Background: an optimization exercise with open tools, aiming at small area. Do not read the settings as production practice.
The RTL was checked by simulation tests, not by an equivalence proof against the original design.
Power and IR drop assume default switching activity.

==> flow/design.v (excerpt) <==
module bisecur_codec (
    input  wire         clk,
    input  wire         rst,
    input  wire [31:0]  te_short,
    input  wire [31:0]  te_delta,
    input  wire         op_valid,
    input  wire [7:0]   op_code,
    input  wire         op_level,
    input  wire [31:0]  op_dur,
    input  wire         op_en,
    input  wire         op_src,
    input  wire         op_key_valid,
    input  wire         op_rep_valid,
    input  wire [15:0]  op_bit_count,
    input  wire [31:0]  op_repeat,
    input  wire [175:0] op_key,
    output reg          rsp_valid,
    output reg  [2:0]   rsp_status,
    output reg          rsp_sym_valid,
    output reg          rsp_sym_level,
    output reg  [31:0]  rsp_sym_dur,
    output reg          pkt_ready,
    output wire         rx_full,
    output wire [175:0] pkt_key,
    output wire [7:0]   pkt_calc,
    output wire         pkt_known,
    output wire         pkt_ok,
    output wire         pkt_valid
);
clock: 14.0 ns
lec_check: 0
cap_margin: 20
core_margin: 2
core_utilization: 40
slew_margin: 20
standard.sh (not shown) runs the stock make flow with config.mk's settings and CLKGATE_MAP_FILE= SYNTH_SCRIPT=/design/flow/synth_recipe.tcl, a recipe that flattens the netlist after the stock synthesis.
==> flow/flow/run.sh <==
#!/bin/bash
# Layout flow: the standard synthesis (standard.sh synth, unchanged), then
# the combinational logic of its netlist re-mapped for area by ABC (registers
# and full-adder cells kept as they are, same names and cell types), then the
# standard ORFS layout (standard.sh finish) on that netlist, with:
#  - every input and output port buffered with buf_1;
#  - clock tree synthesis without dummy loads, built from clkbuf_4 with
#    sink clusters of up to 10 flip-flops.
# Logs in this folder: flow_synth.log (standard synthesis), flow_resyn.log
# (the re-mapping, Yosys and ABC), flow_make.log (the rest of the layout);
# each ORFS step also keeps its own log under orfs/logs/.
set -euo pipefail
HERE=$PWD
F=$HERE/flow
R=$HERE/orfs/results/$FLOW_PLATFORM/bisecur_codec/base
LIB=$FLOW_HOME/platforms/$FLOW_PLATFORM/lib/sky130_fd_sc_hd__tt_025C_1v80.lib
YOSYS=$FLOW_HOME/../tools/install/yosys/bin/yosys
export BUFFER_PORTS_ARGS="-buffer_cell sky130_fd_sc_hd__buf_1"
export CTS_ARGS="-sink_clustering_enable -repair_clock_nets -sink_clustering_size 10 -sink_clustering_max_diameter 50 -dont_use_dummy_load -buf_list sky130_fd_sc_hd__clkbuf_4"

bash standard.sh synth > flow_synth.log 2>&1
cp $R/1_2_yosys.v $HERE/std_synth.v
sed -e "s#@LIB@#$LIB#g" -e "s#@IN@#$HERE/std_synth.v#" -e "s#@TOP@#$FLOW_TOP#" \
    -e "s#@DONTUSE@#$(cat $F/dont_use.txt)#" -e "s#@ABC@#$F/abc.script#" \
    -e "s#@STAT@#$HERE/resyn_stat.txt#" -e "s#@OUT@#$HERE/resyn.v#" $F/resyn.ys.in > $HERE/resyn.ys
$YOSYS -s $HERE/resyn.ys > flow_resyn.log 2>&1
cp $HERE/resyn.v $R/1_2_yosys.v
rm -f $R/1_synth.odb $R/1_synth.sdc
bash standard.sh finish > flow_make.log 2>&1
Other scripts of this flow, unchanged in this note and not shown: flow/flow/abc.script, flow/flow/dont_use.txt, flow/flow/resyn.ys.in
The first run finished with timing, DRC and antenna clean.
Rerun with:
--- a/flow/design.v
+++ b/flow/design.v
@@ -101,17 +101,16 @@
     reg         p_valid;
     reg [175:0] eb;         
     reg [31:0]  erep;
     reg         eactive;
     reg         e_hdr;
     reg [7:0]   e_cnt;
     reg         e_sub;
     reg         e_prev;
-    reg         e_cur;      
     wire op_dreset = (op_code == 8'h30);
     wire op_feed   = (op_code == 8'h31);
     wire op_setcb  = (op_code == 8'h32);
     wire op_parse  = (op_code == 8'h42);
     wire op_ser    = (op_code == 8'h43);
     wire op_load   = (op_code == 8'h50);
     wire op_yield  = (op_code == 8'h51);
     wire op_stop   = (op_code == 8'h52);
@@ -667,18 +666,17 @@
     wire [7:0] crc_b = {crc_b7,crc_b6,crc_b5,crc_b4,crc_b3,crc_b2,crc_b1,crc_b0};
     wire [7:0] p_type = pbuf[175:168];
     assign pkt_known = ({p_type[7:6], p_type[4:0]} == 7'b0110000);
     assign pkt_calc  = pkt_known ? (p_type[5] ? crc_b : crc_a) : 8'h00;
     assign pkt_ok    = pkt_known & (pkt_calc == pbuf[7:0]);
     assign pkt_key   = pbuf;
     assign pkt_valid = p_valid;
     assign rx_full   = (dstate == S_CPL);
-    wire [7:0] e_inc = e_cnt + 8'd1;
-    wire e_nxt    = (e_inc < 8'd176) ? eb[e_inc] : 1'b0;    
+    wire e_cur    = eb[e_cnt];
     wire e_h0     = (e_cnt[5:0] == 6'd0);
     wire e_h41    = e_cnt[5] & e_cnt[3] & ~e_cnt[2] & ~e_cnt[1] & e_cnt[0];
     wire e_hsync  = e_cnt[5] & e_cnt[3] & (e_cnt[2] | e_cnt[1]);
     wire e_h45    = e_cnt[5] & e_cnt[3] & e_cnt[2] & e_cnt[0];
     wire e_close  = e_cnt[7] & e_cnt[5] & e_cnt[4];
     wire e_same   = ~e_sub & (e_cur == e_prev);
     wire e_run    = eactive & (erep != 32'd0);
     wire e_level  = e_hdr ? e_cnt[0] : (e_sub ? e_cur : ~e_prev);
@@ -782,29 +780,25 @@
             e_hdr <= 1'b1;
             e_cnt <= 8'd0;
         end else if (op_valid && op_yield && e_run) begin
             if (e_hdr) begin
                 if (e_h45) begin
                     e_hdr <= 1'b0;
                     e_sub <= 1'b1;
                     e_cnt <= 8'd0;
-                    e_cur <= eb[0];
                 end else
-                    e_cnt <= e_inc;
+                    e_cnt <= e_cnt + 8'd1;
             end else if (e_close) begin
                 e_hdr <= 1'b1;
                 e_cnt <= 8'd0;
             end else begin
                 e_prev <= e_cur;
                 e_sub  <= e_same;
-                if (!e_same) begin
-                    e_cnt <= e_inc;
-                    e_cur <= e_nxt;
-                end
+                if (!e_same) e_cnt <= e_cnt + 8'd1;
             end
         end
         if (rst) begin
             dstate    <= S_RST;
             cb_en     <= 1'b0;
             p_valid   <= 1'b0;
             eactive   <= 1'b0;
             rsp_valid <= 1'b0;
- The changed run completed without violations
- sequential share of layout area goes down by 0.62 points
- setup slack loses 0.19 ns
- combinational power increases by 4.7%
- via count increases by 1.2%
- wire length hardly moves
- clock skew decreases by 0.031 ns
- design area goes up by 1.3%
- synthesized area shrinks by 0.48%

## port drivers added, routing unchanged
The flow's constraints put no driver on any port. The routed layouts listed below were extracted and timed again, unchanged, in two steps. Step 1 (the two cells are an assumption about what drives the block):
set clk [get_ports {clk}]
set_driving_cell -lib_cell sky130_fd_sc_hd__clkbuf_16 $clk
set_driving_cell -lib_cell sky130_fd_sc_hd__buf_2 [delete_from_list [all_inputs] $clk]
Step 2, shift: input delay + t, output delay - t, t = (earliest + latest rising clock arrival at the registers) / 2. This alone moves slack from input paths to output paths. a / b / c = ideal / step 1 / step 2; a / b = the first two.
run | shift t [ns] | slack for setup (ns) | slew at the worst register clock pin (ns)
the first run | 0.935 | 0.565 / 0.599 / -0.337 | 0.12 / 0.12
the second run | 0.903 | 0.377 / 0.415 / -0.488 | 0.12 / 0.12
Met with ideal ports but missed after step 2: setup timing in the first run and the second run. The setup slack of the first run, which loses most, moves by +0.034 ns with the drivers and by -0.902 ns with both steps.
